Background: an optimization exercise with open tools, aiming at small area, a short achievable clock period and few clock cycles per item. Do not read the settings as production practice.
At most, simulation tests tie the RTL to the original design; equivalence was not proved.
No functional check of the RTL was part of run 3.
Power and IR drop assume default switching activity.

--- flow/config.mk ---
export PLATFORM = sky130hd
export DESIGN_NAME = ws_arith
export DESIGN_NICKNAME = ws_arith
export VERILOG_FILES = /design/flow/design.v
export SDC_FILE = /design/flow/constraint.sdc
export NUM_CORES = 4
export LEC_CHECK = 0
export ABC_AREA = 1
export CAP_MARGIN = 20
export CORE_MARGIN = 2
export CORE_UTILIZATION = 55
export SLEW_MARGIN = 70
--- flow/constraint.sdc ---
create_clock -name core_clock -period 17.0 [get_ports {clk}]
set_input_delay 3.4000 -clock core_clock [delete_from_list [all_inputs] [get_ports {clk}]]
set_output_delay 3.4000 -clock core_clock [all_outputs]
set_load 0.01 [all_outputs]
--- flow/design.v ---
module ws_arith (
    input  wire        clk,
    input  wire        rst,
    input  wire        in_valid,
    output wire        in_ready,
    input  wire [1:0]  in_op,
    input  wire        in_w8,
    input  wire [31:0] in_a,
    input  wire [31:0] in_b,
    output wire        out_valid,
    input  wire        out_ready,
    output wire [31:0] out_data
);
    localparam OP_SCALE = 2'd0;
    localparam OP_ENC   = 2'd1;
    localparam OP_DEC   = 2'd2;
    localparam [31:0] QNAN   = 32'h7FC00000;
    localparam [31:0] F32767 = 32'h46FFFE00;   
    localparam [31:0] F127   = 32'h42FE0000;   
    localparam U_PRE  = 3'b000;    
    localparam U_IT   = 3'b001;    
    localparam U_IDLE = 3'b100;
    localparam U_RND  = 3'b110;    
    localparam U_CHK  = 3'b111;    
    localparam K_ZERO = 2'd0;
    localparam K_INF  = 2'd1;
    localparam K_NAN  = 2'd2;
    reg [2:0]  us;
    reg [1:0]  u_op;
    reg        u_w8;
    reg        u_sgn;
    reg        fx_nan, fx_inf, fx_zero;    
    reg        fy_nan, fy_inf, fy_zero;    
    reg        fk_zero;
    reg [24:0] R;        
    reg [23:0] D;        
    reg [24:0] Q;        
    reg signed [9:0] W;  
    reg        lead;     
    reg        spec;     
    reg [4:0]  cnt;      
    reg        neg;      
    reg        seen;     
    reg        dinv;     
    reg        aen;      
    reg        rdy;      
    reg        g1, g2, st;   
    reg        ov;
    reg [31:0] od;
    reg        oc;
    reg        on;           
    reg [2:0]  oe;           
    reg        og2, ost;     
    reg        qv;
    reg [31:0] oq;
    assign out_valid = qv;
    assign out_data  = oq;
    wire [31:0] lx = in_a;
    wire        l_scl = (in_op == OP_SCALE);
    wire [7:0]  lxe = lx[30:23];
    wire [7:0]  lbe = in_b[30:23];
    wire lx_nan  = (lxe == 8'hFF) && (lx[22:0] != 23'd0);
    wire ly_nan  = !l_scl && (lbe == 8'hFF) && (in_b[22:0] != 23'd0);
    wire lx_inf  = (lx[30:0] == 31'h7F800000);
    wire ly_inf  = !l_scl && (in_b[30:0] == 31'h7F800000);
    wire lx_zero = (lx[30:0] == 31'd0);
    wire ly_zero = !l_scl && (in_b[30:0] == 31'd0);
    wire [15:0] lk = in_w8 ? {{8{in_a[7]}}, in_a[7:0]} : in_a[15:0];
    wire lk_zero = in_w8 ? (in_a[7:0] == 8'd0) : (in_a[15:0] == 16'd0);
    wire lk_one  = in_w8 ? ((in_a[7:1] == 7'd0) || (in_a[7:0] == 8'hFF))
                         : ((in_a[15:1] == 15'd0) || (in_a[15:0] == 16'hFFFF));
    wire l_div  = !in_op[1];
    wire l_dec  = (in_op == OP_DEC);
    wire [23:0] lxm  = {(lxe != 8'd0), lx[22:0]};
    wire [23:0] lbm  = {(lbe != 8'd0), in_b[22:0]};
    wire [7:0]  lxe1 = {lxe[7:1], lxe[0] | (lxe == 8'd0)};
    wire [7:0]  lbe1 = {lbe[7:1], lbe[0] | (lbe == 8'd0)};
    wire [23:0] lym = l_scl ? (in_w8 ? 24'hFE0000 : 24'hFFFE00) : lbm;
    wire l_sgn = (l_dec ? lk[15] : lx[31]) ^ (in_b[31] && !l_scl);
    wire u_div = !u_op[1];
    wire u_enc = (u_op == OP_ENC);
    wire u_dec = (u_op == OP_DEC);
    wire sp_nan = u_dec ? (fy_nan || (fy_inf && fk_zero))
                        : (fx_nan || fy_nan || (fx_inf && fy_inf) || (fx_zero && fy_zero));
    wire sp_inf = u_dec ? fy_inf : (fx_inf || fy_zero);
    wire sp_any = (u_op == 2'd3) ||
                  (u_dec ? (fy_nan || fy_inf || fk_zero || fy_zero)
                         : (fx_nan || fy_nan || fx_inf || fy_inf || fx_zero || fy_zero));
    wire [23:0] addend = D & {24{aen}};
    wire [25:0] sum    = {1'b0, R} + {1'b0, dinv, addend} + {25'd0, dinv};
    wire        qb     = sum[25];                        
    wire [24:0] rsel   = (u_div && !qb) ? R : sum[24:0];
    wire [24:0] r_div  = {rsel[23:0], 1'b0};
    wire [24:0] r_mul  = {1'b0, sum[24:1]};
    wire [9:0]  w_dn   = W - 10'sd1;
    wire [9:0]  w_up   = W + 10'sd1;
    wire signed [9:0] Wt = u_enc ? (W - $signed({2'b00, Q[24:17]}) + 10'sd127) :
                           (u_op == OP_SCALE) ? (W - (u_w8 ? 10'sd6 : 10'sd14)) : W;
    wire w_ge143 = (Wt >= 10'sd143);
    wire w_ge127 = (Wt >= 10'sd127);
    wire w_eq126 = (Wt == 10'sd126);
    wire w_le124 = (Wt <= 10'sd124);
    reg  e_fin, e_inc, e_sat, e_chk;
    always @* begin
        e_fin = 1'b0; e_inc = 1'b0; e_sat = 1'b0; e_chk = 1'b0;
        if (w_ge143) begin
            if (qb) begin e_fin = 1'b1; e_sat = 1'b1; end
        end else if (w_ge127) begin
        end else if (w_eq126) begin
            if (qb) begin e_fin = 1'b1; e_inc = 1'b1; end
        end else if (!lead) begin
            if (w_le124 || !qb) e_fin = 1'b1;            
        end else if (spec) begin
            if (cnt == 5'd2) begin
                if (qb) begin e_fin = 1'b1; e_inc = 1'b1; end
            end else if (cnt == 5'd1) begin
                if (qb) e_chk = 1'b1; else e_fin = 1'b1;
            end else begin
                if (!qb) e_fin = 1'b1;
            end
        end else begin
            if (!qb) e_fin = 1'b1;
            else if (cnt == 5'd1) begin e_fin = 1'b1; e_inc = 1'b1; end
        end
    end
    wire s_done = Q[23] || (Wt == -10'sd23);
    wire k_done = neg ? ((&Q[15:1]) && (seen || Q[0])) : !(|Q[15:1]);
    wire m_fin  = k_done && !W[9];       
    wire k_done_nx = neg ? ((&Q[15:2]) && (seen || Q[0] || Q[1])) : !(|Q[15:2]);
    wire lk_done   = lk[15] ? ((&lk[15:1]) && lk[0]) : !(|lk[15:1]);
    wire it_fin = u_enc ? e_fin : (u_op == OP_DEC) ? m_fin : 1'b0;
    wire [23:0] acc = r_mul[23:0];
    wire        g1n = sum[0];
    wire        stn = st | g2;
    wire [9:0]  s_e   = Q[24] ? (Wt + 10'sd25) : 10'sd1;
    wire        rnd   = (us == U_RND);
    wire [9:0]  n_e   = rnd ? s_e : w_up;
    wire        c_inc = (us == U_CHK) ? (|R) : e_inc;
    wire        c_sat = sp_any ? 1'b1 : e_sat;
    wire        c_big = c_sat || (u_w8 ? ((|Q[15:7]) || (c_inc && (&Q[6:0])))
                                       : (Q[15] || (c_inc && (&Q[14:0]))));
    wire [15:0] c_q   = c_big ? (u_w8 ? 16'd127 : 16'd32767) : Q[15:0];
    wire        c_i   = !c_big && c_inc;
    wire [31:0] c_x   = u_sgn ? {16'hFFFF, ~c_q} : {16'h0000, c_q};
    wire        c_c   = c_i ^ u_sgn;
    reg [31:0] res_x;
    reg        res_c;
    always @* begin
        res_c = 1'b0;
        if (sp_any) begin
            if (u_op == 2'd3)
                res_x = 32'd0;
            else if (sp_nan)
                res_x = u_enc ? 32'd0 : QNAN;
            else if (sp_inf) begin
                res_x = u_enc ? c_x : {u_sgn, 31'h7F800000};
                res_c = u_enc & c_c;
            end else
                res_x = {u_sgn & !u_op[0], 31'd0};    
        end else if (u_enc || us == U_CHK) begin
            res_x = c_x;
            res_c = c_c;
        end else begin
            res_x = {u_sgn, n_e[6:0], rnd ? Q[24:1] : acc};
            res_c = rnd ? Q[0] : g1n;
        end
    end
    wire res_n = !sp_any && !u_enc && (us != U_CHK);    
    wire xfer  = ov && (!qv || out_ready);
    wire oq_en = !qv || out_ready;
    wire stall = ov && qv;
    wire fin   = ((us == U_IT) && (it_fin || sp_any)) || ((us == U_PRE) && sp_any) ||
                 (us == U_RND) || (us == U_CHK);
    wire done  = fin && !stall;
    reg    irdy;
    assign in_ready = irdy;
    wire   load     = in_valid && in_ready;
    wire ov_n = !rst && (done || (ov && !xfer));
    wire qv_n = !rst && (xfer || (qv && !out_ready));
    reg  rdy_n;
    always @* begin
        rdy_n = rdy;
        if (rst)
            rdy_n = 1'b1;
        else if (load)
            rdy_n = (in_op == 2'd3) || ((in_op == OP_ENC) && lx_zero) ||
                    (l_dec && lk_zero);
        else if (done)
            rdy_n = 1'b1;
        else if (!stall) begin
            case (us)
                U_PRE:   rdy_n = (u_op == OP_DEC) && (D[22] ^ dinv) && k_done && !w_dn[9];
                U_IT:    rdy_n = (u_op == OP_DEC) ? (k_done_nx && !w_up[9])
                                                  : u_enc ? e_chk : s_done;
                default: ;
            endcase
        end
    end
    wire signed [9:0] o_ep = {oe, od[30:24]};
    wire [23:0] o_acc = od[23:0];
    reg  signed [9:0] o_fe;
    reg  [22:0] o_fm;
    reg         o_fg, o_fs;
    always @* begin
        if (o_acc[23]) begin
            o_fe = o_ep;
            o_fm = o_acc[22:0];
            o_fg = oc;
            o_fs = og2 | ost;
        end else if (o_ep >= 10'sd2) begin
            o_fe = o_ep - 10'sd1;
            o_fm = {o_acc[21:0], oc};
            o_fg = og2;
            o_fs = ost;
        end else begin
            o_fe = 10'sd0;
            o_fm = o_acc[22:0];
            o_fg = oc;
            o_fs = og2 | ost;
        end
    end
    wire        o_ovf = !o_fe[9] && (o_fe[8] || (&o_fe[7:0]));
    wire [31:0] o_x   = !on ? od : o_ovf ? {od[31], 31'h7F800000} : {od[31], o_fe[7:0], o_fm};
    wire        o_c   = !on ? oc : (!o_ovf && o_fg && (o_fs || o_fm[0]));
    always @(posedge clk) begin
        ov   <= ov_n;
        qv   <= qv_n;
        rdy  <= rdy_n;
        irdy <= rdy_n && !(ov_n && qv_n);
        if (done) begin
            od  <= res_x;
            oc  <= res_c;
            on  <= res_n;
            oe  <= n_e[9:7];
            og2 <= g1 && !rnd;
            ost <= rnd ? (|R) : stn;
        end
        if (oq_en)
            oq <= o_x + {31'd0, o_c};
    end
    always @(posedge clk) begin
        if (rst)
            us <= U_IDLE;
        else if (load)
            us <= !lym[23] ? U_PRE : U_IT;
        else if (done)
            us <= U_IDLE;
        else if (!stall) begin
            if (us == U_PRE && (D[22] ^ dinv))
                us <= U_IT;
            if (us == U_IT && u_enc && e_chk)
                us <= U_CHK;
            if (us == U_IT && u_op == OP_SCALE && s_done)
                us <= U_RND;
        end
    end
    always @(posedge clk) begin
        if (in_ready) begin
            u_op   <= in_op;
            u_w8   <= in_w8;
            u_sgn  <= l_sgn;
            fx_nan  <= lx_nan;
            fx_inf  <= lx_inf;
            fx_zero <= lx_zero;
            fy_nan  <= ly_nan;
            fy_inf  <= ly_inf;
            fy_zero <= ly_zero;
            fk_zero <= lk_zero;
            R      <= l_div ? {1'b0, lxm} : 25'd0;
            D      <= lym ^ {24{l_div}};
            dinv   <= l_div;
            aen    <= l_div | lk[0];
            Q      <= l_dec ? {9'd0, lk} : (in_op == OP_ENC) ? {lbe1, 17'd0} : 25'd0;
            W      <= {2'b00, l_dec ? lbe1 : lxe1};
            lead   <= 1'b0;
            spec   <= 1'b0;
            neg    <= lk[15];
            seen   <= 1'b0;
            g1     <= 1'b0;
            g2     <= 1'b0;
            st     <= 1'b0;
        end else if (!stall) begin
            case (us)
                U_PRE: begin
                    D <= {D[22:0], dinv};
                    W <= u_div ? w_up : w_dn;
                end
                U_IT: begin
                    if (u_div) begin
                        R <= r_div;
                        W <= w_dn;
                        if (!u_enc)
                            Q <= {Q[23:0], qb};
                        else if (w_ge127)
                            Q[15:0] <= {Q[14:0], qb};
                        if (u_enc) begin
                            lead <= lead | qb;
                            cnt  <= (!lead && qb) ? 5'd24 : cnt - 5'd1;
                            if (!lead && qb && (Wt == 10'sd125)) spec <= 1'b1;
                        end
                    end else begin
                        R    <= r_mul;
                        W    <= w_up;
                        Q    <= {Q[24:16], Q[15], Q[15:1]};
                        seen <= seen | Q[0];
                        aen  <= Q[1] ^ (neg & (seen | Q[0]));
                        g1   <= g1n;
                        g2   <= g1;
                        st   <= stn;
                    end
                end
                default: ;
            endcase
        end
    end
endmodule
--- flow/run.sh ---
#!/bin/bash
# synth_recipe.tcl (not shown) runs the flow's synth.tcl, then flattens the netlist and writes it again
# the make line also repeats each setting of config.mk as NAME=value (left out here)
make -C /OpenROAD-flow-scripts/flow DESIGN_CONFIG=/design/flow/config.mk WORK_HOME=/design/flow/orfs CLKGATE_MAP_FILE= SYNTH_SCRIPT=/design/flow/synth_recipe.tcl finish
==> run summary, run 1 <==
- Reg clk slew, reported paths: 0.08 ns
- Worst Hold Launch: st
- DP Area: 16400 µm²
- P_leak: 7.51 nW
- Vias in the first global route: 13413
- Core Footprint: 26800 µm²
- CTS Buf Count: 17
- Clock root buffer: clkbuf_16
- Fin util: roughly 64%
- WHS Endpoint: st
- Chip width: 169 µm
- CP top delay family: buffers and inverters
- Post-Layout Cell Count: 2448
- Primary FF master, synth: edfxtp_1
- R2R cell count: 28
- Vias per cell: just under 6
- Design area: 17100 µm²
- Drt pass-1 iters: 6
- Total GRT Usage: 30.8%
- Largest area contributor in the netlist: edfxtp_1
- Tmin final: 5.03 ns
- CP Max Fanout: 26
- Placed Instances: 2416
- MaxCap Viol Count: 0
- GRT overflow: 0
- Most frequent cells in the layout: nand2_1 (501), inv_1 (267), edfxtp_1 (172), nor2_1 (158), o21ai_0 (135)
- Via count: 14232
- Row count: 60
- Final nets: 2226
- Dpl ws: 11.52 ns
- CTS H-tree lvls: 4
- Share of layout cells above drive strength 1: 8.97%
- Power Density: 128 nW/µm²
- Number of remaining DRC errors: 0
- Hold Path Class: reg2reg
- Synth Instances: 2014
- Reg2Reg Launch Point: aen
- Area of the mapped netlist: 14900 µm²
- Slowest stage cell on the critical path: clkdlybuf4s50_1
- CP arrival: 1.63 ns
- Critical path type: reg2out
- EDFF count, synth: 172
- Final hold vios: 0
- Post-CTS Repair Setup Buffers: 0
- Gpl congestion: 0.941
- WP data required: 13.60 ns
- Pwr Total: 2.18 mW
- Starting Density: 55.6%
- Hold Crit Depth: 2
- Number of port buffers: 104
- YS warnings: 1
- Die Height: 169 µm
- Post-cts sizing count: 0
- Peak VDD IR: 0.0743 mV
- CP cell instances: clkdlybuf4s50_1
- CTS tree: built
- Post-DP HPWL: 34.2 mm
- WP buf/inv: 1
- Setup TNS: 0 ns
- CTS Sinks: 187
- Final period util: between 20 and 30%
- Maximum root-to-sink buffer count: 2
- Post-synth top area share: between 30% and 40%
- Sequential cell area fraction in the yosys report: 36.6%
- Fmax: ~200 MHz
- Final worst setup slack: 11.97 ns
- First-pass GRT wire length: between 60 and 70 mm
- Crit end category: output port
- Initial drt markers: around 1400
- Reg-to-reg endpoint: od[11]
- Synth async-reset ratio: 0%
- Io pins: 105
- Hold_ws: 0.468 ns
- CP max stage delay: 0.61 ns
- Slew @ Worst Pin: 0.484 ns
- Category of the worst setup path launch point: register
- Outcome: no timing/DRC/antenna violations
- Synth cell types: about 70
- P&R area growth vs syn: 14.4%
- Top post-synthesis cells by area: edfxtp_1 (35%), nand2_1 (13%), inv_1 (6.9%)
- Final antenna-violating net count: 0
- Final setup viols: 0
- Initial antenna violation count: 0
- Clock Latency Late Sink: 0.45 ns
- Total Routed Length: 43.8 mm
- Slew HR: between 60 and 70%
- Syn nets: 2146
- Fin. max-slew vios: 0
- Syn Area/Cell: roughly 7.4 µm²
- Drt wl/cell: 17.9 µm
- Reg2Reg Setup Slack: 12.41 ns
- RSZ-0062 raised after global routing: no
- Largest net degree at the start of global routing: 58
- CTS Hold Bufs: 0
- Antenna diode count: 0
- Yosys reg bits: between 150 and 200
- Clk_skew: 0.0257 ns
- Most common cell after layout, fill and taps aside: nand2_1
- Die Footprint: 28400 µm²
[report_power, final]
part           internal (mW)  total, mW  switching [mW]  leakage, nW
sequential             0.634      0.718          0.0836         1.91
clock                  0.200      0.414           0.214        0.291
combinational          0.368       1.05           0.681         5.31
[synthesized netlist by cell type, types with 10 or more instances]
cell,number
a21oi_1,105
nand2_2,21
nor3_1,19
edfxtp_1,172
xnor2_1,22
o21bai_1,10
xor2_1,49
inv_2,10
nand4_1,40
dfxtp_1,15
o221ai_1,20
nor2_1,165
inv_1,274
o211ai_1,15
clkbuf_1,42
o22ai_1,36
o21ai_0,140
buf_2,11
ha_1,58
nand3_1,120
nand2_1,507
nor4_1,25
[cell type report]
class	instances	area, µm²
fill	2480	9740
multi-input combinational	1474	8270
sequential	187	5470
timing repair buffer	125	1190
inverter	289	1100
clock buffer	18	429
tap	341	427
clock inverter	14	170
[worst max path at each step]
stage	end	depth (start not counted)	slack [ns]	startpoint
finish	in_ready	1	11.97	irdy
global route	irdy	12	11.80	in_a[11]
CTS	in_ready	1	11.97	irdy
detailed placement	irdy	12	11.52	in_a[3]
global placement	Q[4]	7	10.35	in_op[1]
floorplan	Q[13]	8	12.07	in_op[1]
[flip-flops by register name, indices dropped and copies added (netlist names), 5 cells and up]
| signal | count |
|---|---|
| W | 10 |
| R | 25 |
| oq | 32 |
| D | 24 |
| Q | 25 |
| od | 32 |
| cnt | 5 |
[cells by family after synthesis]
kind of cell	share of synthesized area (%)
simple gates	28.5
compound gates	15.6
buf+inv	9.32
flops	36.6
xor+xnor	4.28
fa+ha+maj	5.27
mux	0.344
[routing by layer]
| layer | vias up | GRT usage (%) | share of wire (%) | wire, µm |
|---|---|---|---|---|
| met5 | - | 0 | 0 | 0 |
| li1 | 6982 | - | - | - |
| met4 | 0 | 12.4 | 3.4 | 1500 |
| met1 | 6578 | 40.3 | 42 | 18500 |
| met2 | 588 | 51.5 | 47 | 20700 |
| met3 | 84 | 4.72 | 7.2 | 3140 |
Testbench counts, summed over its fixed seeds: cycles 21,243, items 3,936.
==> run 2: changes to the inputs <==
--- a/flow/config.mk
+++ b/flow/config.mk
@@ -6,7 +6,7 @@
 export NUM_CORES = 4
 export LEC_CHECK = 0
 export ABC_AREA = 1
-export CAP_MARGIN = 20
+export CAP_MARGIN = 40
 export CORE_MARGIN = 2
 export CORE_UTILIZATION = 55
 export SLEW_MARGIN = 70
==> run 2 against run 1 <==
Effect of this change:
- first-iteration DRC count is the same
- power unchanged
- final cell count is the same
- register-to-register slack hardly changed
- sequential power about the same
- global-route usage did not move
- final area is the same
- largest power group unchanged
==> run summary, run 2 <==
- Power Density: 128 nW/µm² (unchanged)
- Clk_skew: 0.0257 ns (unchanged)
- Initial antenna violation count: 0 (unchanged)
- RSZ-0062 raised after global routing: no
- CP max stage delay: 0.61 ns (about the same)
- Largest family of logic cells by synthesized area: simple AND/OR/NAND/NOR gates
- Io pins: 105 (unchanged)
- Final worst setup slack: 11.97 ns (unchanged)
- Maximum root-to-sink buffer count: 2 (unchanged)
- Total GRT Usage: 30.8% (unchanged)
- WP buf/inv: 1 (unchanged)
- Clock root buffer: clkbuf_16
- Category of the worst setup path launch point: register
- Yosys reg bits: 187 (unchanged)
- P&R area growth vs syn: 14.4% (unchanged)
- Antenna diode count: 0 (unchanged)
- CP top delay family: buffers and inverters
- Largest area contributor in the netlist: edfxtp_1
- CTS Hold Bufs: 0 (unchanged)
- CP Max Fanout: 26 (unchanged)
- Post-Layout Cell Count: 2448 (unchanged)
- CP arrival: 1.63 ns (about the same)
- P_leak: 7.51 nW (unchanged)
- CTS Sinks: 187 (unchanged)
- CTS Buf Count: 17 (unchanged)
- EDFF count, synth: 172 (unchanged)
- Area of the multi-input gates: 8270 µm² (unchanged)
- Total Routed Length: 43.8 mm (unchanged)
- Initial drt markers: 1394 (unchanged)
- Sequential cell area fraction in the yosys report: 36.6% (unchanged)
- Vias in the first global route: 13413 (unchanged)
- Final hold vios: 0 (unchanged)
- Most frequent cells in the layout: nand2_1 (501), inv_1 (267), edfxtp_1 (172), nor2_1 (158), o21ai_0 (135)
- Register area: 5470 µm² (unchanged)
- Post-cts sizing count: 0 (unchanged)
- Slew HR: 67.5% (unchanged)
- Core Footprint: 26800 µm² (unchanged)
- Via count: 14232 (unchanged)
- Syn Area/Cell: 7.40 µm² (unchanged)
- Synth Area in Compound Gates: 15.6% (unchanged)
- Fin util: 63.6% (unchanged)
- Share of layout cells above drive strength 1: 8.97% (unchanged)
- Reg2Reg Launch Point: aen
- CP cell instances: clkdlybuf4s50_1
- Slowest stage cell on the critical path: clkdlybuf4s50_1
- Placed Instances: 2416 (unchanged)
- Reg-to-reg endpoint: od[11]
- First-pass GRT wire length: 69.6 mm (unchanged)
- MaxCap Viol Count: 0 (unchanged)
- Hold Path Class: reg2reg
- Die Height: 169 µm (unchanged)
- Outcome: no timing/DRC/antenna violations
- Final setup viols: 0 (unchanged)
- Drt pass-1 iters: 6 (unchanged)
- Biggest regs: od x32, oq x32
- Reg2Reg Setup Slack: 12.41 ns (about the same)
- Final antenna-violating net count: 0 (unchanged)
- Synth Instances: 2014 (unchanged)
- Area of the mapped netlist: 14900 µm² (unchanged)
- Post-Synth XOR/XNOR Area: 4.28% (unchanged)
- Critical path type: reg2out
- Slew @ Worst Pin: 0.484 ns (unchanged)
- Number of remaining DRC errors: 0 (unchanged)
- CTS H-tree lvls: 4 (unchanged)
- Dpl ws: 11.52 ns (unchanged)
- Synth async-reset ratio: 0% (unchanged)
- Hold Crit Depth: 2 (unchanged)
- Cell with the most instances after synthesis: nand2_1
- Worst Hold Launch: st
- Crit end category: output port
- Gpl congestion: 0.941 (unchanged)
- Vias per cell: 5.81 (unchanged)
- Peak VDD IR: 0.0743 mV (unchanged)
- Post-DP HPWL: 34.2 mm (unchanged)
- Post-synthesis adder-cell area fraction: 5.27% (unchanged)
- Post-synthesis simple-gate area fraction: 28.5% (unchanged)
- Post-CTS Repair Setup Buffers: 0 (unchanged)
- Fin. max-slew vios: 0 (unchanged)
- Setup TNS: 0 ns (unchanged)
- Multiplexer share of the synthesized area: 0.344% (unchanged)
- Reg clk slew, reported paths: 0.08 ns (about the same)
- Clock Latency Late Sink: 0.45 ns (about the same)
- Fmax: 199 MHz (unchanged)
- YS warnings: 1 (unchanged)
- Starting Density: 55.6% (unchanged)
- Number of port buffers: 104 (unchanged)
- Syn nets: 2146 (unchanged)
- WP data required: 13.60 ns (about the same)
- Post-synth top area share: 34.6% (unchanged)
- Fill cells: 2480 (unchanged)
- Tmin final: 5.03 ns (unchanged)
- GRT overflow: 0 (unchanged)
- Hold_ws: 0.468 ns (unchanged)
- Top post-synthesis cells by area: edfxtp_1 (35%), nand2_1 (13%), inv_1 (6.9%)
- Primary FF master, synth: edfxtp_1
- WHS Endpoint: st
- R2R cell count: 28 (unchanged)
- CTS tree: built
- Chip width: 169 µm (unchanged)
- Final nets: 2226 (unchanged)
- Most common cell after layout, fill and taps aside: nand2_1
- Largest net degree at the start of global routing: 58 (unchanged)
- Drt wl/cell: 17.9 µm (unchanged)
- Synth cell types: 68 (unchanged)
- Row count: 60 (unchanged)
- Final period util: 29.6% (unchanged)
- Commonest cells in the netlist: nand2_1 (507), inv_1 (274), edfxtp_1 (172)
- Die Footprint: 28400 µm² (unchanged)
## run 2: final cells by class
class                      instances  share of cell area [%]
multi-input combinational       1474                    48.5
sequential                       187                    32.1
timing repair buffer             125                    6.98
inverter                         289                    6.44
clock buffer                      18                    2.52
tap                              341                    2.50
clock inverter                    14                   0.998
## run 2: per-stage QoR
stage / area, µm² / total power, mW
finish: 17100 / 2.18
global route: 17100 / 2.32
CTS: 17000 / 2.15
detailed placement: 16400 / 1.74
global placement: 16200 / 1.71
floorplan: 14900 / 1.41
## run 2: report_power, final
part / total (mW) / internal, mW / switching, mW
Clock: 0.414 / 0.200 / 0.214
Combinational: 1.05 / 0.368 / 0.681
Sequential: 0.718 / 0.634 / 0.0836
## run 2: metal layers
layer	vias up	wire (µm)	global-route usage, %
li1	6982	-	-
met1	6578	18500	40.3
met2	588	20700	51.5
met3	84	3140	4.72
met4	0	1500	12.4
met5	-	0	0
## run 2: worst max path at each step
stage                   from        to  slack (ns)  cells past startpoint
floorplan           in_op[1]     Q[13]       12.07                      8
global placement    in_op[1]      Q[4]       10.35                      7
detailed placement   in_a[3]      irdy       11.52                     12
CTS                     irdy  in_ready       11.97                      1
global route        in_a[11]      irdy       11.80                     12
finish                  irdy  in_ready       11.97                      1
## run 2: cells by family (layout without fill, tap and decap cells)
| group | Yosys count | after routing |
|---|---|---|
| compound gates | 385 | 385 |
| buf+inv | 353 | 446 |
| fa+ha+maj | 61 | 61 |
| xor+xnor | 72 | 72 |
| simple gates | 951 | 951 |
| flops | 187 | 187 |
| mux | 5 | 5 |
==> run 3: changes to the inputs <==
--- a/flow/design.v
+++ b/flow/design.v
@@ -42,6 +42,8 @@
     reg        neg;      
     reg        seen;     
     reg        dinv;     
+    reg        rz;       
+    reg        qf;       
     reg        aen;      
     reg        rdy;      
     reg        g1, g2, st;   
@@ -86,8 +88,9 @@
     wire sp_any = (u_op == 2'd3) ||
                   (u_dec ? (fy_nan || fy_inf || fk_zero || fy_zero)
                          : (fx_nan || fy_nan || fx_inf || fy_inf || fx_zero || fy_zero));
-    wire [23:0] addend = D & {24{aen}};
-    wire [25:0] sum    = {1'b0, R} + {1'b0, dinv, addend} + {25'd0, dinv};
+    wire [23:0] addend = (D ^ {24{dinv}}) & {24{aen}};
+    wire [24:0] rx     = R & {25{!rz}};
+    wire [25:0] sum    = {1'b0, rx} + {1'b0, dinv, addend} + {25'd0, dinv};
     wire        qb     = sum[25];                        
     wire [24:0] rsel   = (u_div && !qb) ? R : sum[24:0];
     wire [24:0] r_div  = {rsel[23:0], 1'b0};
@@ -123,7 +126,7 @@
             else if (cnt == 5'd1) begin e_fin = 1'b1; e_inc = 1'b1; end
         end
     end
-    wire s_done = Q[23] || (Wt == -10'sd23);
+    wire s_done = (Q[23] && !qf) || (Wt == -10'sd23);
     wire k_done = neg ? ((&Q[15:1]) && (seen || Q[0])) : !(|Q[15:1]);
     wire m_fin  = k_done && !W[9];       
     wire k_done_nx = neg ? ((&Q[15:2]) && (seen || Q[0] || Q[1])) : !(|Q[15:2]);
@@ -137,9 +140,10 @@
     wire [9:0]  n_e   = rnd ? s_e : w_up;
     wire        c_inc = (us == U_CHK) ? (|R) : e_inc;
     wire        c_sat = sp_any ? 1'b1 : e_sat;
-    wire        c_big = c_sat || (u_w8 ? ((|Q[15:7]) || (c_inc && (&Q[6:0])))
-                                       : (Q[15] || (c_inc && (&Q[14:0]))));
-    wire [15:0] c_q   = c_big ? (u_w8 ? 16'd127 : 16'd32767) : Q[15:0];
+    wire [15:0] Qi    = Q[15:0] & {16{!qf}};       
+    wire        c_big = c_sat || (u_w8 ? ((|Qi[15:7]) || (c_inc && (&Qi[6:0])))
+                                       : (Qi[15] || (c_inc && (&Qi[14:0]))));
+    wire [15:0] c_q   = c_big ? (u_w8 ? 16'd127 : 16'd32767) : Qi;
     wire        c_i   = !c_big && c_inc;
     wire [31:0] c_x   = u_sgn ? {16'hFFFF, ~c_q} : {16'h0000, c_q};
     wire        c_c   = c_i ^ u_sgn;
@@ -189,7 +193,7 @@
             rdy_n = 1'b1;
         else if (!stall) begin
             case (us)
-                U_PRE:   rdy_n = (u_op == OP_DEC) && (D[22] ^ dinv) && k_done && !w_dn[9];
+                U_PRE:   rdy_n = (u_op == OP_DEC) && D[22] && k_done && !w_dn[9];
                 U_IT:    rdy_n = (u_op == OP_DEC) ? (k_done_nx && !w_up[9])
                                                   : u_enc ? e_chk : s_done;
                 default: ;
@@ -246,7 +250,7 @@
         else if (done)
             us <= U_IDLE;
         else if (!stall) begin
-            if (us == U_PRE && (D[22] ^ dinv))
+            if (us == U_PRE && D[22])
                 us <= U_IT;
             if (us == U_IT && u_enc && e_chk)
                 us <= U_CHK;
@@ -266,11 +270,13 @@
             fy_inf  <= ly_inf;
             fy_zero <= ly_zero;
             fk_zero <= lk_zero;
-            R      <= l_div ? {1'b0, lxm} : 25'd0;
-            D      <= lym ^ {24{l_div}};
+            R      <= {1'b0, lxm};
+            D      <= lym;
             dinv   <= l_div;
+            rz     <= l_dec;
+            qf     <= 1'b1;
             aen    <= l_div | lk[0];
-            Q      <= l_dec ? {9'd0, lk} : (in_op == OP_ENC) ? {lbe1, 17'd0} : 25'd0;
+            Q      <= {lbe1, 1'b0, lk};
             W      <= {2'b00, l_dec ? lbe1 : lxe1};
             lead   <= 1'b0;
             spec   <= 1'b0;
@@ -282,17 +288,18 @@
         end else if (!stall) begin
             case (us)
                 U_PRE: begin
-                    D <= {D[22:0], dinv};
+                    D <= {D[22:0], 1'b0};
                     W <= u_div ? w_up : w_dn;
                 end
                 U_IT: begin
+                    qf <= 1'b0;
                     if (u_div) begin
                         R <= r_div;
                         W <= w_dn;
                         if (!u_enc)
-                            Q <= {Q[23:0], qb};
-                        else if (w_ge127)
-                            Q[15:0] <= {Q[14:0], qb};
+                            Q <= {Q[23:0] & {24{!qf}}, qb};
+                        else
+                            Q[15:0] <= w_ge127 ? {Qi[14:0], qb} : Qi;
                         if (u_enc) begin
                             lead <= lead | qb;
                             cnt  <= (!lead && qb) ? 5'd24 : cnt - 5'd1;
@@ -300,6 +307,7 @@
                         end
                     end else begin
                         R    <= r_mul;
+                        rz   <= 1'b0;
                         W    <= w_up;
                         Q    <= {Q[24:16], Q[15], Q[15:1]};
                         seen <= seen | Q[0];
--- a/flow/config.mk
+++ b/flow/config.mk
@@ -6,7 +6,7 @@
 export NUM_CORES = 4
 export LEC_CHECK = 0
 export ABC_AREA = 1
-export CAP_MARGIN = 40
+export CAP_MARGIN = 20
 export CORE_MARGIN = 2
 export CORE_UTILIZATION = 55
-export SLEW_MARGIN = 70
+export SLEW_MARGIN = 60
==> run 3 against run 2 <==
Effect of this change:
- still clean on timing, DRC and antenna
- first-iteration DRC count is 8.0% lower
- register-to-register slack got worse by 0.60 ns
- setup slack worse by 0.16 ns
- clock power down 4%
- critical path type is now reg2reg
- largest power group unchanged
==> run summary, run 3 <==
- Slew HR: 61.0% (-6.4 points)
- Syn Area/Cell: 7.18 µm² (-3.1%)
- Gpl congestion: 0.953 (+1.3%)
- Primary FF master, synth: edfxtp_1
- Critical path type: reg2reg
- Die Footprint: 29300 µm² (+2.9%)
- CP max stage delay: 0.64 ns (+0.03 ns)
- Final antenna-violating net count: 0 (unchanged)
- Crit end category: register
- Post-CTS Repair Setup Buffers: 0 (unchanged)
- Slew @ Worst Pin: 0.582 ns (+0.0979 ns)
- Fin. max-slew vios: 0 (unchanged)
- Maximum root-to-sink buffer count: 2 (unchanged)
- YS warnings: 1 (unchanged)
- Commonest cells in the netlist: nand2_1 (510), inv_1 (291), nor2_1 (225)
- Initial drt markers: 1283 (-8.0%)
- Clock root buffer: clkbuf_16
- Antenna diode count: 0 (unchanged)
- Die Height: 171 µm (+1.4%)
- Seq pwr share: 33.2% (+0.3 points)
- Top post-synthesis cells by area: edfxtp_1 (33%), nand2_1 (12%), inv_1 (7.1%)
- Row count: 61 (+1.7%)
- Via count: 14857 (+4.4%)
- Largest area contributor in the netlist: edfxtp_1
- Synth cell types: 60 (-12%)
- Net Sw Frac: 43.6% (-1.2 points)
- Reg clk slew, reported paths: 0.07 ns (about the same)
- Clk_skew: 0.0169 ns (-0.00880 ns)
- Yosys reg bits: 189 (+1.1%)
- Total GRT Usage: 31.4% (+0.60 points)
- Vias per cell: 5.71 (-1.7%)
- CTS H-tree lvls: 4 (unchanged)
- Synth async-reset ratio: 0% (unchanged)
- Vias in the first global route: 13745 (+2.5%)
- Post-DP HPWL: 35.8 mm (+4.8%)
- Combinational power share: 47.5% (-0.6 points)
- Post-cts sizing count: 0 (unchanged)
- Io pins: 105 (unchanged)
- Hold Path Class: reg2reg
- CTS Hold Bufs: 0 (unchanged)
- R2R cell count: 28 (unchanged)
- Biggest regs: od x32, oq x32
- P&R area growth vs syn: 13.0%
- Clock Latency Late Sink: 0.46 ns (about the same)
- Slowest stage cell on the critical path: edfxtp_1
- Most common cell after layout, fill and taps aside: nand2_1
- Sequential cell area fraction in the yosys report: 35.8% (-0.86 points)
- Cell with the most instances after synthesis: nand2_1
- Sw Pwr: 0.902 mW (-7.8%)
- Total Routed Length: 45.6 mm (+3.9%)
- Share of layout cells above drive strength 1: 6.39% (-2.6 points)
- Initial antenna violation count: 0 (unchanged)
- Cell-internal power: 1.16 mW (-3.0%)
- Final setup viols: 0 (unchanged)
- CP Max Fanout: 39 (+50%)
- Placed Instances: 2568 (+6.3%)
- Post-synth top area share: 33.4% (-1.2 points)
- Core Footprint: 27600 µm² (+3.1%)
- Most frequent cells in the layout: nand2_1 (510), inv_1 (287), nor2_1 (220), edfxtp_1 (171), o21ai_0 (151)
- Largest net degree at the start of global routing: 64 (+10%)
- Power Density: 119 nW/µm² (-6.8%)
- CTS Buf Count: 17 (unchanged)
- Number of port buffers: 104 (unchanged)
- Synth Instances: 2139 (+6.2%)
- CTS Sinks: 189 (+1.1%)
- GRT overflow: 0 (unchanged)
- CTS tree: built
- Tmin final: 5.19 ns (+0.159 ns)
- WP data required: 17.21 ns (+3.61 ns)
- Peak VDD IR: 0.0677 mV (-8.8%)
- Final period util: 30.5% (+0.94 points)
- Category of the worst setup path launch point: register
- First-pass GRT wire length: 71.6 mm (+2.9%)
- RSZ-0062 raised after global routing: no
- P_leak: 7.63 nW (+1.6%)
- EDFF count, synth: 171 (-0.58%)
- Post-Layout Cell Count: 2600 (+6.2%)
- CP arrival: 5.39 ns (+3.76 ns)
- Starting Density: 55.6% (-0.074 points)
- MaxCap Viol Count: 0 (unchanged)
- Setup TNS: 0 ns (unchanged)
- Hold Crit Depth: 2 (unchanged)
- Clock power frac: 19.3% (+0.3 points)
- Drt pass-1 iters: 6 (unchanged)
- Outcome: no timing/DRC/antenna violations
- Final nets: 2341 (+5.2%)
- Chip width: 171 µm (+1.4%)
- Area of the mapped netlist: 15400 µm² (+3.0%)
- Drt wl/cell: 17.5 µm (-2.1%)
- CP dominant cell by count: nand2_1
- Final hold vios: 0 (unchanged)
- Fmax: 193 MHz (-3.1%)
- Number of remaining DRC errors: 0 (unchanged)
- Syn nets: 2271 (+5.8%)
==> run 3: power groups by stage <==
stage | Sequential, mW | Combinational (mW) | Clock [mW]
final | 0.685 | 0.982 | 0.399
after detailed placement | 0.694 | 0.956 | 0
after CTS | 0.685 | 0.961 | 0.403
after global placement | 0.699 | 0.934 | 0
after floorplan | 0.680 | 0.673 | 0
after global routing | 0.695 | 1.09 | 0.419
==> run 3: final timing paths <==
path	startpoint	endpoint	slack [ns]
setup reg to reg	dinv	od[5]	11.81
hold reg to reg	g1	g2	0.47
setup / recovery	dinv	od[5]	11.81
hold / removal	g1	g2	0.47
==> run 3: critical path: cells and delay by family (launching register included) <==
family / cells / cell delay [ns]
and+or+nand+nor: 17 / 2.01
AOI/OAI and AO/OA: 5 / 0.95
adders and majority gates: 2 / 0.72
DFF: 1 / 0.64
buffers and inverters: 4 / 0.56
==> run 3: stage by stage <==
stage / power, mW / utilization (%) / area (µm²) / hold slack, ns / setup WS [ns]
6_report: 2.07 / 62.8 / 17300 / 0.472 / 11.81
3_5_place_dp: 1.65 / 60.7 / 16800 / 0.462 / 11.51
4_1_cts: 2.05 / 62.7 / 17300 / 0.474 / 11.82
5_1_grt: 2.20 / 62.8 / 17300 / 0.508 / 11.40
3_3_place_gp: 1.63 / 60.3 / 16700 / 0.442 / 11.47
2_1_floorplan: 1.35 / - / 15400 / 0.431 / 12.43
==> run 3: layer usage <==
metal  wire [µm]  vias up  share of wire (%)  track usage, %
met2       21800      528                 48            53.2
met1       19400     6843                 43            40.5
met5           0        -                  0               0
met4        1630        0                3.6            13.0
met3        2750      101                6.0            4.26
li1            -     7385                  -               -
==> run 3: area by class of cell <==
class                      count  area (µm²)
fill                        2607       10300
multi-input combinational   1569        8440
sequential                   189        5500
timing repair buffer         126        1210
inverter                     306        1170
tap                          378         473
clock buffer                  18         429
clock inverter                14         130
==> run 3: cells by family (layout without fill, tap and decap cells) <==
| logic type | Yosys count | after routing | share of synthesized area [%] |
|---|---|---|---|
| AO/OA/AOI/OAI | 430 | 430 | 16.6 |
| flip-flops | 189 | 189 | 35.8 |
| multiplexers | 5 | 5 | 0.334 |
| adder cells (fa/ha/maj) | 61 | 61 | 5.12 |
| AND/OR/NAND/NOR | 1008 | 1008 | 28.7 |
| buffers and inverters | 381 | 464 | 9.72 |
| XOR/XNOR | 65 | 65 | 3.71 |

## what the ideal ports hide
How much do the figures lean on ideal ports? The routed layouts below were timed once more, with nothing changed but the port constraints.
Step 1 sets driving cells, clkbuf_16 on the clock port and buf_2 on the other inputs (assumed; they add their load-dependent delay and slew).
Step 2, shift: input delay + t, output delay - t, t = (earliest + latest rising clock arrival at the registers) / 2. This alone moves slack from input paths to output paths.
Three values: no drivers, after step 1, after step 2; two values: the first two.
run	t (ns)	setup slack, ns	latest minus earliest clock arrival (ns)
run 1	0.493	11.974 / 11.920 / 11.538	0.026 / 0.026
run 2	0.493	11.974 / 11.920 / 11.538	0.026 / 0.026
run 3	0.499	11.814 / 11.767 / 11.463	0.018 / 0.018
After both steps every run listed still meets setup and hold.
